This design comes from an exercise in tuning for small area, a short achievable clock period and few clock cycles on the open sky130 flow, not from production work.
Function was checked by simulation only, so behaviour that the tests miss may differ from the original.

File: flow/config.mk
export PLATFORM = sky130hd
export DESIGN_NAME = bpce
export DESIGN_NICKNAME = bpce
export VERILOG_FILES = /design/flow/design.v
export SDC_FILE = /design/flow/constraint.sdc
export NUM_CORES = 4
export LEC_CHECK = 0
export CAP_MARGIN = 20
export CORE_MARGIN = 2
export CORE_UTILIZATION = 40
export SLEW_MARGIN = 20
File: flow/constraint.sdc
create_clock -name core_clock -period 25.0 [get_ports {clk}]
set_input_delay 5.0000 -clock core_clock [delete_from_list [all_inputs] [get_ports {clk}]]
set_output_delay 5.0000 -clock core_clock [all_outputs]
set_load 0.01 [all_outputs]
File: flow/design.v
module bpce (
    input  wire        clk,
    input  wire        rst,
    input  wire        cmd_valid,
    output wire        cmd_ready,
    input  wire [31:0] cmd_data,
    output wire        rsp_valid,
    input  wire        rsp_ready,
    output wire [31:0] rsp_data,
    output reg         mem_en,
    output reg         mem_we,
    output reg  [11:0] mem_addr,
    output reg  [31:0] mem_wdata,
    input  wire [31:0] mem_rdata
);
    localparam NMAX = 1024;
    localparam [11:0] MAIN_BASE = 12'h000;
    localparam [11:0] OVF_BASE  = 12'h800;
    localparam [11:0] SCR_BASE  = 12'hC00;
    localparam [1:0] K_SPAN = 2'd0, K_NSPAN = 2'd1, K_OVF = 2'd2, K_NONE = 2'd3;
    localparam [31:0] ST_OK     = 32'd0;
    localparam [31:0] ST_BOUNDS = 32'd1;
    localparam [31:0] ST_CONFIG = 32'd2;
    localparam [31:0] ST_CAP    = 32'd3;
    localparam [31:0] ST_NOINST = 32'd4;
    localparam [31:0] ST_ILLEGAL= 32'd5;
    localparam [4:0]
        S_W0      = 5'd0,
        S_W1      = 5'd1,
        S_DRAIN   = 5'd2,
        S_LOAD    = 5'd3,
        S_SEARCH  = 5'd4,
        S_SETUP   = 5'd5,
        S_CLR_M   = 5'd6,
        S_CLR_O   = 5'd7,
        S_PK_RD   = 5'd8,
        S_PK_GOT  = 5'd9,
        S_RMW_RLO = 5'd10,
        S_RMW_WLO = 5'd11,
        S_RMW_RHI = 5'd12,
        S_RMW_WHI = 5'd13,
        S_PK_POST = 5'd14,
        S_EL_ADDR = 5'd15,
        S_EL_RLO  = 5'd16,
        S_EL_GLO  = 5'd17,
        S_EL_GHI  = 5'd18,
        S_EL_EXT  = 5'd19,
        S_SEND    = 5'd20,
        S_SETUP2  = 5'd21;
    reg [4:0] state;
    reg [1:0]  kind;
    reg [10:0] n_reg;       
    reg [5:0]  k_reg;       
    reg [5:0]  epw_reg;     
    reg [5:0]  kg_reg;      
    reg [5:0]  p_reg;       
    reg [5:0]  kp_reg;      
    reg [32:0] maxn_reg;    
    reg [10:0] m_reg;       
    reg [10:0] mainlen;     
    reg [10:0] ovflen;      
    reg [31:0] w0;
    reg [31:0] drain_cnt;
    reg [10:0] li;                  
    reg [5:0]  kmax;                
    reg [10:0] hist [1:32];         
    reg [5:0]  sp;                  
    reg [10:0] cum;                 
    reg [17:0] best_cost;
    reg [5:0]  best_p;
    reg [10:0] best_m;
    reg [10:0] ci;
    reg [10:0] pi;                  
    reg [15:0] ppos;                
    reg [10:0] pwi;                 
    reg [5:0]  pslot;               
    reg [15:0] opos;                
    reg [10:0] pe;                  
    reg [31:0] pval;                
    reg        need_ovf;
    reg [11:0] rmw_addr;
    reg [63:0] rmw_acc;
    reg        rmw_str;
    reg [10:0] ei;                  
    reg        e_decomp;            
    reg        e_ovf;               
    reg [11:0] e_addr;
    reg [5:0]  e_bo;
    reg [5:0]  e_w;
    reg        e_str;
    reg [31:0] e_lo;
    reg [31:0] e_hi;
    reg [31:0] snd_w0, snd_w1, snd_w2;
    reg [1:0]  snd_n;
    reg [1:0]  snd_idx;
    reg [4:0]  snd_next;
    integer b;
    function [5:0] bits_needed;
        input [31:0] v;
        integer j;
        begin
            bits_needed = 6'd1;
            for (j = 0; j < 32; j = j + 1)
                if (v[j]) bits_needed = j[5:0] + 6'd1;
        end
    endfunction
    function [63:0] mask64;
        input [5:0] w;
        begin
            mask64 = (64'd1 << w) - 64'd1;
        end
    endfunction
    assign cmd_ready = (state == S_W0) || (state == S_W1) ||
                       (state == S_DRAIN) || (state == S_LOAD);
    assign rsp_valid = (state == S_SEND);
    assign rsp_data  = (snd_idx == 2'd0) ? snd_w0 :
                       (snd_idx == 2'd1) ? snd_w1 : snd_w2;
    wire cmd_fire = cmd_valid && cmd_ready;
    wire [7:0] op      = w0[31:24];
    wire       op_ok   = (op >= 8'd1) && (op <= 8'd5);
    wire       rsv_ok  = (w0[23:0] == 24'd0);
    wire       w1_ok   = !((op == 8'd3 || op == 8'd5) && cmd_data != 32'd0);
    wire       legal   = op_ok && rsv_ok && w1_ok;
    wire [10:0] s_cum   = cum + hist[sp];
    wire [10:0] s_nov   = n_reg - s_cum;
    wire        s_valid = ({21'd0, s_nov} <= (32'd1 << sp));
    wire [17:0] s_cost  = n_reg * ({12'd0, sp} + 18'd1) + s_nov * kg_reg;
    wire [5:0]  ld_bn     = bits_needed(cmd_data);
    wire [5:0]  kmax_next = (ld_bn > kmax) ? ld_bn : kmax;
    wire [5:0]  main_w   = (kind == K_OVF) ? kp_reg : k_reg;
    wire [15:0] el_pos     = ei * main_w;
    wire [10:0] el_v2_wi   = ei / {5'd0, epw_reg};
    wire [10:0] el_v2_rem  = ei % {5'd0, epw_reg};
    wire [5:0]  el_v2_slot = el_v2_rem[5:0];
    wire [63:0] e_win   = {e_hi, e_lo} >> e_bo;
    wire [63:0] e_mask  = mask64(e_w);
    wire [32:0] e_field = e_win[32:0] & e_mask[32:0];
    wire [63:0] p_mask    = mask64(p_reg);
    wire [32:0] e_payload = e_field & p_mask[32:0];
    wire [15:0] ov_pos    = e_payload[10:0] * kg_reg;
    wire        pk_over  = (kind == K_OVF) && ({1'b0, mem_rdata} > maxn_reg);
    wire [32:0] pk_fval  = pk_over ? ((33'd1 << p_reg) + {22'd0, pe}) : {1'b0, mem_rdata};
    wire [5:0]  pk_bo    = (kind == K_NSPAN) ? (pslot * k_reg) : {1'b0, ppos[4:0]};
    wire [10:0] pk_wi    = (kind == K_NSPAN) ? pwi : ppos[15:5];
    always @(*) begin
        mem_en    = 1'b0;
        mem_we    = 1'b0;
        mem_addr  = 12'd0;
        mem_wdata = 32'd0;
        case (state)
            S_LOAD: begin
                mem_en    = cmd_valid;
                mem_we    = 1'b1;
                mem_addr  = SCR_BASE + {1'b0, li};
                mem_wdata = cmd_data;
            end
            S_CLR_M: begin
                mem_en   = (ci < mainlen);
                mem_we   = 1'b1;
                mem_addr = MAIN_BASE + {1'b0, ci};
            end
            S_CLR_O: begin
                mem_en   = (ci < ovflen);
                mem_we   = 1'b1;
                mem_addr = OVF_BASE + {1'b0, ci};
            end
            S_PK_RD: begin
                mem_en   = 1'b1;
                mem_addr = SCR_BASE + {1'b0, pi};
            end
            S_RMW_RLO: begin
                mem_en   = 1'b1;
                mem_addr = rmw_addr;
            end
            S_RMW_WLO: begin
                mem_en    = 1'b1;
                mem_we    = 1'b1;
                mem_addr  = rmw_addr;
                mem_wdata = mem_rdata | rmw_acc[31:0];
            end
            S_RMW_RHI: begin
                mem_en   = 1'b1;
                mem_addr = rmw_addr + 12'd1;
            end
            S_RMW_WHI: begin
                mem_en    = 1'b1;
                mem_we    = 1'b1;
                mem_addr  = rmw_addr + 12'd1;
                mem_wdata = mem_rdata | rmw_acc[63:32];
            end
            S_EL_RLO: begin
                mem_en   = 1'b1;
                mem_addr = e_addr;
            end
            S_EL_GLO: begin
                mem_en   = e_str;
                mem_addr = e_addr + 12'd1;
            end
            default: ;
        endcase
    end
    always @(posedge clk) begin
        if (rst) begin
            state   <= S_W0;
            kind    <= K_NONE;
            n_reg   <= 11'd0;
            k_reg   <= 6'd0;
            epw_reg <= 6'd0;
            kg_reg  <= 6'd0;
            p_reg   <= 6'd0;
            kp_reg  <= 6'd0;
            maxn_reg <= 33'd0;
            m_reg   <= 11'd0;
            mainlen <= 11'd0;
            ovflen  <= 11'd0;
            snd_idx <= 2'd0;
        end else begin
            case (state)
                S_W0: if (cmd_fire) begin
                    w0    <= cmd_data;
                    state <= S_W1;
                end
                S_W1: if (cmd_fire) begin
                    snd_idx  <= 2'd0;
                    snd_n    <= 2'd1;
                    snd_next <= S_W0;
                    snd_w1   <= 32'd0;
                    snd_w2   <= 32'd0;
                    if (op == 8'd2) begin
                        if (!legal || kind == K_NONE || cmd_data > NMAX) begin
                            snd_w0    <= !legal ? ST_ILLEGAL :
                                         (kind == K_NONE) ? ST_NOINST : ST_CAP;
                            drain_cnt <= cmd_data;
                            state     <= (cmd_data == 32'd0) ? S_SEND : S_DRAIN;
                        end else begin
                            n_reg <= cmd_data[10:0];
                            li    <= 11'd0;
                            kmax  <= 6'd1;
                            best_p <= 6'd1;
                            best_m <= 11'd0;
                            for (b = 1; b <= 32; b = b + 1)
                                hist[b] <= 11'd0;
                            snd_w0 <= ST_OK;
                            state  <= (cmd_data == 32'd0) ? S_SETUP : S_LOAD;
                        end
                    end else if (!legal) begin
                        snd_w0 <= ST_ILLEGAL;
                        state  <= S_SEND;
                    end else if (op != 8'd1 && kind == K_NONE) begin
                        snd_w0 <= ST_NOINST;
                        state  <= S_SEND;
                    end else begin
                        case (op)
                            8'd1: begin  
                                if (cmd_data > 32'd2) begin
                                    snd_w0 <= ST_CONFIG;
                                end else begin
                                    snd_w0   <= ST_OK;
                                    kind     <= cmd_data[1:0];
                                    n_reg    <= 11'd0;
                                    m_reg    <= 11'd0;
                                    mainlen  <= 11'd0;
                                    ovflen   <= 11'd0;
                                    k_reg    <= (cmd_data[1:0] == K_OVF) ? 6'd0 : 6'd1;
                                    epw_reg  <= (cmd_data[1:0] == K_NSPAN) ? 6'd32 : 6'd0;
                                    kg_reg   <= (cmd_data[1:0] == K_OVF) ? 6'd1 : 6'd0;
                                    p_reg    <= (cmd_data[1:0] == K_OVF) ? 6'd1 : 6'd0;
                                    kp_reg   <= (cmd_data[1:0] == K_OVF) ? 6'd2 : 6'd0;
                                    maxn_reg <= (cmd_data[1:0] == K_OVF) ? 33'd1 : 33'd0;
                                end
                                state <= S_SEND;
                            end
                            8'd3: begin  
                                snd_w0   <= ST_OK;
                                snd_w1   <= {21'd0, n_reg};
                                snd_n    <= 2'd2;
                                ei       <= 11'd0;
                                e_decomp <= 1'b1;
                                snd_next <= (n_reg == 11'd0) ? S_W0 : S_EL_ADDR;
                                state    <= S_SEND;
                            end
                            8'd4: begin  
                                if (cmd_data >= {21'd0, n_reg}) begin
                                    snd_w0 <= ST_BOUNDS;
                                    state  <= S_SEND;
                                end else begin
                                    ei       <= cmd_data[10:0];
                                    e_decomp <= 1'b0;
                                    state    <= S_EL_ADDR;
                                end
                            end
                            default: begin  
                                snd_w0 <= ST_OK;
                                snd_w1 <= ({21'd0, mainlen} + {21'd0, ovflen}) << 5;
                                snd_w2 <= 32'd0;
                                snd_n  <= 2'd3;
                                state  <= S_SEND;
                            end
                        endcase
                    end
                end
                S_DRAIN: if (cmd_fire) begin
                    drain_cnt <= drain_cnt - 32'd1;
                    if (drain_cnt == 32'd1)
                        state <= S_SEND;
                end
                S_LOAD: if (cmd_fire) begin
                    hist[ld_bn] <= hist[ld_bn] + 11'd1;
                    kmax <= kmax_next;
                    li <= li + 11'd1;
                    if (li + 11'd1 == n_reg) begin
                        if (kind == K_OVF) begin
                            kg_reg    <= kmax_next;
                            sp        <= 6'd1;
                            cum       <= 11'd0;
                            best_p    <= kmax_next;
                            best_m    <= 11'd0;
                            best_cost <= n_reg * kmax_next;
                            state     <= S_SEARCH;
                        end else begin
                            state <= S_SETUP;
                        end
                    end
                end
                S_SEARCH: begin
                    if (sp >= kg_reg) begin
                        state <= S_SETUP;
                    end else begin
                        cum <= s_cum;
                        if (s_valid && (s_cost < best_cost)) begin
                            best_cost <= s_cost;
                            best_p    <= sp;
                            best_m    <= s_nov;
                        end
                        sp <= sp + 6'd1;
                    end
                end
                S_SETUP: begin
                    ci <= 11'd0;
                    case (kind)
                        K_SPAN: begin
                            k_reg   <= kmax;
                            mainlen <= (n_reg * kmax + 17'd31) >> 5;
                            ovflen  <= 11'd0;
                            m_reg   <= 11'd0;
                        end
                        K_NSPAN: begin
                            k_reg   <= kmax;
                            epw_reg <= 6'd32 / kmax;
                            ovflen  <= 11'd0;
                            m_reg   <= 11'd0;
                        end
                        default: begin  
                            kg_reg   <= kmax;
                            p_reg    <= best_p;
                            kp_reg   <= best_p + 6'd1;
                            maxn_reg <= (33'd1 << best_p) - 33'd1;
                            m_reg    <= best_m;
                            mainlen  <= (n_reg * (best_p + 6'd1) + 17'd31) >> 5;
                            ovflen   <= (best_m * kg_reg + 17'd31) >> 5;
                        end
                    endcase
                    state <= S_SETUP2;
                end
                S_SETUP2: begin
                    if (kind == K_NSPAN)
                        mainlen <= (n_reg + {5'd0, epw_reg} - 11'd1) / {5'd0, epw_reg};
                    state <= S_CLR_M;
                end
                S_CLR_M: begin
                    if (ci >= mainlen) begin
                        ci    <= 11'd0;
                        state <= S_CLR_O;
                    end else begin
                        ci <= ci + 11'd1;
                    end
                end
                S_CLR_O: begin
                    if (ci >= ovflen) begin
                        pi       <= 11'd0;
                        ppos     <= 16'd0;
                        pwi      <= 11'd0;
                        pslot    <= 6'd0;
                        opos     <= 16'd0;
                        pe       <= 11'd0;
                        state    <= (n_reg == 11'd0) ? S_SEND : S_PK_RD;
                    end else begin
                        ci <= ci + 11'd1;
                    end
                end
                S_PK_RD: state <= S_PK_GOT;
                S_PK_GOT: begin
                    pval     <= mem_rdata;
                    need_ovf <= pk_over;
                    rmw_addr <= MAIN_BASE + {1'b0, pk_wi};
                    rmw_acc  <= ({31'd0, pk_fval} & mask64(main_w)) << pk_bo;
                    rmw_str  <= ({1'b0, pk_bo} + {1'b0, main_w}) > 7'd32;
                    state    <= S_RMW_RLO;
                end
                S_RMW_RLO: state <= S_RMW_WLO;
                S_RMW_WLO: state <= rmw_str ? S_RMW_RHI : S_PK_POST;
                S_RMW_RHI: state <= S_RMW_WHI;
                S_RMW_WHI: state <= S_PK_POST;
                S_PK_POST: begin
                    if (need_ovf) begin
                        need_ovf <= 1'b0;
                        rmw_addr <= OVF_BASE + {1'b0, opos[15:5]};
                        rmw_acc  <= ({32'd0, pval} & mask64(kg_reg)) << opos[4:0];
                        rmw_str  <= ({2'b0, opos[4:0]} + {1'b0, kg_reg}) > 7'd32;
                        opos     <= opos + {10'd0, kg_reg};
                        pe       <= pe + 11'd1;
                        state    <= S_RMW_RLO;
                    end else begin
                        pi   <= pi + 11'd1;
                        ppos <= ppos + {10'd0, main_w};
                        if (pslot + 6'd1 == epw_reg) begin
                            pslot <= 6'd0;
                            pwi   <= pwi + 11'd1;
                        end else begin
                            pslot <= pslot + 6'd1;
                        end
                        state <= (pi + 11'd1 == n_reg) ? S_SEND : S_PK_RD;
                    end
                end
                S_EL_ADDR: begin
                    e_ovf <= 1'b0;
                    if (kind == K_NSPAN) begin
                        e_addr <= MAIN_BASE + {1'b0, el_v2_wi};
                        e_bo   <= el_v2_slot * k_reg;
                        e_w    <= k_reg;
                        e_str  <= 1'b0;
                    end else begin
                        e_addr <= MAIN_BASE + {1'b0, el_pos[15:5]};
                        e_bo   <= {1'b0, el_pos[4:0]};
                        e_w    <= main_w;
                        e_str  <= ({2'b0, el_pos[4:0]} + {1'b0, main_w}) > 7'd32;
                    end
                    state <= S_EL_RLO;
                end
                S_EL_RLO: state <= S_EL_GLO;
                S_EL_GLO: begin
                    e_lo  <= mem_rdata;
                    e_hi  <= 32'd0;
                    state <= e_str ? S_EL_GHI : S_EL_EXT;
                end
                S_EL_GHI: begin
                    e_hi  <= mem_rdata;
                    state <= S_EL_EXT;
                end
                S_EL_EXT: begin
                    if (kind == K_OVF && !e_ovf && e_field[p_reg]) begin
                        e_ovf  <= 1'b1;
                        e_addr <= OVF_BASE + {1'b0, ov_pos[15:5]};
                        e_bo   <= {1'b0, ov_pos[4:0]};
                        e_w    <= kg_reg;
                        e_str  <= ({2'b0, ov_pos[4:0]} + {1'b0, kg_reg}) > 7'd32;
                        state  <= S_EL_RLO;
                    end else begin
                        snd_idx <= 2'd0;
                        if (e_decomp) begin
                            snd_w0   <= e_field[31:0];
                            snd_n    <= 2'd1;
                            ei       <= ei + 11'd1;
                            snd_next <= (ei + 11'd1 == n_reg) ? S_W0 : S_EL_ADDR;
                        end else begin
                            snd_w0   <= ST_OK;
                            snd_w1   <= e_field[31:0];
                            snd_n    <= 2'd2;
                            snd_next <= S_W0;
                        end
                        state <= S_SEND;
                    end
                end
                S_SEND: if (rsp_ready) begin
                    if (snd_idx + 2'd1 == snd_n) begin
                        snd_idx <= 2'd0;
                        state   <= snd_next;
                    end else begin
                        snd_idx <= snd_idx + 2'd1;
                    end
                end
                default: state <= S_W0;
            endcase
        end
    end
endmodule
File: flow/run.sh
#!/bin/bash
# synth_recipe.tcl (not shown) runs the flow's synth.tcl, then flattens the netlist and writes it again
# the make line also repeats each setting of config.mk as NAME=value (left out here)
make -C /OpenROAD-flow-scripts/flow DESIGN_CONFIG=/design/flow/config.mk WORK_HOME=/design/flow/orfs CLKGATE_MAP_FILE= SYNTH_SCRIPT=/design/flow/synth_recipe.tcl finish
==> flow_metrics.tcl <==
set metrics [dict create \
    die-area_um2 252000 \
    crit_fanout 10 \
    worstSetupPathType "flop to flop" \
    rr_endpoint "e_bo[5]" \
    dp_slack_ns 1.45 \
    syn2layout_area_growth_pct 12.1 \
    slew_headroom_pct 17.6 \
    syn_inst 9902 \
    reg2reg_depth 92 \
    ys_ff_latch 1309 \
    core-area_um2 246000 \
    status "timing/DRC/antenna clean" \
    drv_slew 0 \
    met3_usage_pct 5.96 \
    numCtsBuffers 150 \
    cpMostUsedCell "ha_1" \
    ys_async_sr_fraction_pct 0 \
    grt_use_total_pct 28.2 \
    hpwl_mm 265 \
    clkLatencyLatePin_ns 0.84 \
    grt_pass1_vias 79600 \
    ant_nets 0 \
    finalCritPeriodShare_pct 93.3 \
    drv_cap 0 \
    path_buf_inv 3 \
    fin_ws_ns 1.68 \
    portBuffers 147 \
    ys_seq_area_share_pct 38.5 \
    cp.arrival_ns 23.97 \
    std_cell_rows 182 \
    worstPathRequired_ns 25.65 \
    max_clock_freq_mhz 42.9 \
    finalClockSkew_ns 0.0513 \
    drt-total-wl_mm 362 \
    via_per_inst 5.96 \
    ys_warn_count 1 \
    clkSlewWorstSetupHoldPaths_ns 0.06 \
    met2_usage_pct 45.1 \
    start_util_pct 40.3 \
    syn_area_um2 99300 \
    synth.distinct_cells 103 \
    cpLargestDelayFamily "compound AO/OA/AOI/OAI gates" \
    cp.depth 92 \
    hold_class "flop to flop" \
    fin_nets 11200 \
    grt_max_degree 71 \
    syn_avg_cell_area_um2 10.0 \
    period_needed_ns 23.32 \
    rrSetupSlack_ns 1.68 \
    largest_register_ffs 704 \
    synth_edf_count 1198 \
    end_kind "flop" \
    grt_use_met1_pct 36.0 \
    crit_end "e_bo[5]" \
    hold_viol_final 0 \
    final-setup-viol-count 0 \
    max_stage_delay_ns 0.54 \
    ys.flop_type "edfxtp_1" \
    clock-sinks 1309 \
    drc 0 \
    drtPass1Iterations 10 \
    r2r-start "epw_reg[5]" \
    cts_tree "yes" \
    clockRootBuffer "clkbuf_16" \
    critPathLaunch "epw_reg[5]" \
    vias 81300 \
    antenna_found_initial 29 \
    grt_pass1_wl_mm 528 \
    layout-drive-gt1-share_pct 10.1 \
    dr.first_iter.drc_count 9175 \
    startpoint_type "flop" \
    cts_max_level 4 \
    tightest_slew_ns 1.24 \
    rsz0062_at_grt "false" \
    grt-ovfl-total 0 \
    top_usage_layer "met2" \
    gp_congestion 0.998 \
    wl_per_cell_um 26.5 \
    die_h_um 502 \
    tns_ns 0 \
    clockBufferDepth 3 \
    slowest_stage "nor4_4" \
    die_x_um 502 \
    ios 148 \
]
[routing by layer]
| layer | wire length (µm) | part of all wire (%) |
|---|---|---|
| met5 | 124 | 0.034 |
| met4 | 21400 | 5.9 |
| met3 | 34100 | 9.4 |
| met2 | 166000 | 46 |
| met1 | 140000 | 39 |
[timing repair]
item                                    4_1_cts  5_1_grt
hold buffers                                  0        0
buffers inserted                              0        5
gates resized for setup                       0        2
endpoints found under the setup margin        0        1
[through the flow]
step           instance area, µm²  cells  util (%)  hold slack (ns)
2_1_floorplan              101000  10300         -            0.432
3_3_place_gp               106000  13400      43.1            0.446
3_5_place_dp               106000  13400      43.1            0.447
4_1_cts                    111000  13600      45.1            0.454
5_1_grt                    111000  13600      45.2            0.472
6_report                   111000  13600      45.2            0.453
[logic make-up (layout without fill, tap and decap cells)]
| kind of cell | after synthesis | after routing | synth area share, % |
|---|---|---|---|
| and+or+nand+nor | 3337 | 3337 | 15.0 |
| AOI/OAI and AO/OA | 1955 | 1955 | 13.0 |
| buffers and inverters | 1317 | 1386 | 5.00 |
| DFF | 1309 | 1309 | 38.5 |
| adders and majority gates | 940 | 940 | 14.6 |
| muxes | 652 | 652 | 10.5 |
| xor gates and xnor gates | 391 | 391 | 3.46 |
| other | 1 | 362 | 0.00378 |
[placed cells by master, fill, tap and decap left out, types with 219 or more instances in the layout]
master and n:
nand2_1 1100, inv_1 673, mux2i_1 250, o21ai_0 377
mux4_2 297, edfxtp_1 1198, xnor2_1 246, buf_4 279
a21oi_1 498, ha_1 579, fa_1 360, nor2_1 1133
nand3_1 219, conb_1 352
[area by class of cell]
| cell class | count | area (µm²) |
|---|---|---|
| multi-input combinational | 7627 | 57800 |
| inverter | 692 | 2600 |
| antenna | 10 | 25.0 |
| tap | 3312 | 4140 |
| timing repair buffer | 426 | 3580 |
| clock inverter | 82 | 897 |
| fill | 23400 | 135000 |
| clock buffer | 186 | 4010 |
| sequential | 1309 | 38200 |
[worst reg2reg max path: cells and delay by family (launching register included)]
family          cells  cell delay (ns)
xor+xnor            4             0.94
simple gates       25             5.72
fa+ha+maj          14             4.83
buf+inv             3             0.31
compound gates     39             9.00
mux                 7             1.99
flops               1             0.40
[synth_stat cells (28+ instances only)]
library cell | instances | area (µm²)
a211oi_1 | 101 | 758
a21o_1 | 103 | 773
a21oi_1 | 505 | 2530
a221o_1 | 32 | 320
a22o_1 | 41 | 359
a22oi_1 | 85 | 638
a31oi_1 | 79 | 494
and2_1 | 215 | 1350
and3_1 | 56 | 350
buf_1 | 77 | 289
clkbuf_1 | 541 | 2030
dfxtp_1 | 111 | 2220
edfxtp_1 | 1198 | 36000
fa_1 | 360 | 7210
ha_1 | 579 | 7240
inv_1 | 675 | 2530
mux2_2 | 100 | 1130
mux2i_1 | 252 | 2520
mux4_2 | 297 | 6690
nand2_1 | 1101 | 4130
nand2b_1 | 85 | 532
nand3_1 | 220 | 1100
nand4_1 | 45 | 282
nor2_1 | 1141 | 4280
nor2b_1 | 81 | 507
nor3_1 | 194 | 971
nor4_1 | 59 | 369
o211ai_1 | 50 | 375
o21a_1 | 98 | 736
o21ai_0 | 380 | 1900
o21bai_1 | 61 | 458
o22ai_1 | 66 | 413
or2_2 | 28 | 175
or3_1 | 46 | 288
xnor2_1 | 248 | 2170
xor2_1 | 142 | 1240
[worst min path at each step]
stage / startpoint / end / slack [ns] / depth (start not counted)
CTS: maxn_reg[5] / maxn_reg[5] / 0.45 / 2
global placement: maxn_reg[2] / maxn_reg[2] / 0.45 / 2
floorplan: maxn_reg[17] / maxn_reg[17] / 0.43 / 2
finish: maxn_reg[2] / maxn_reg[2] / 0.45 / 2
global route: maxn_reg[23] / maxn_reg[23] / 0.47 / 2
detailed placement: maxn_reg[5] / maxn_reg[5] / 0.45 / 2
Testbench counts, summed over its fixed seeds: cycles 168,983.

port drivers added, routing unchanged:
No port has a modelled driver above. Below, the same layout with a new extraction and two added sets of constraints.
Step 1, drivers: a clkbuf_16 drives clk and a buf_2 each remaining input, both assumed.
Step 2 adds t to the input delays and takes it off the output delays; t is the mean of the earliest and latest rising clock arrival at the registers after step 1. Input paths then give back, and output paths get back, about the clock's delay inside the block.
Three values: no drivers, after step 1, after step 2; two values: the first two.
t, ns: 0.911
setup WS [ns]: 1.684 / 1.684 / 1.684
worst setup path after step 2: register to register
pins driven straight from the clock port: 1
After both steps this run still meets setup and hold. The setup slack of this run moves by 0.000 ns with the drivers and by 0.000 ns with both steps.
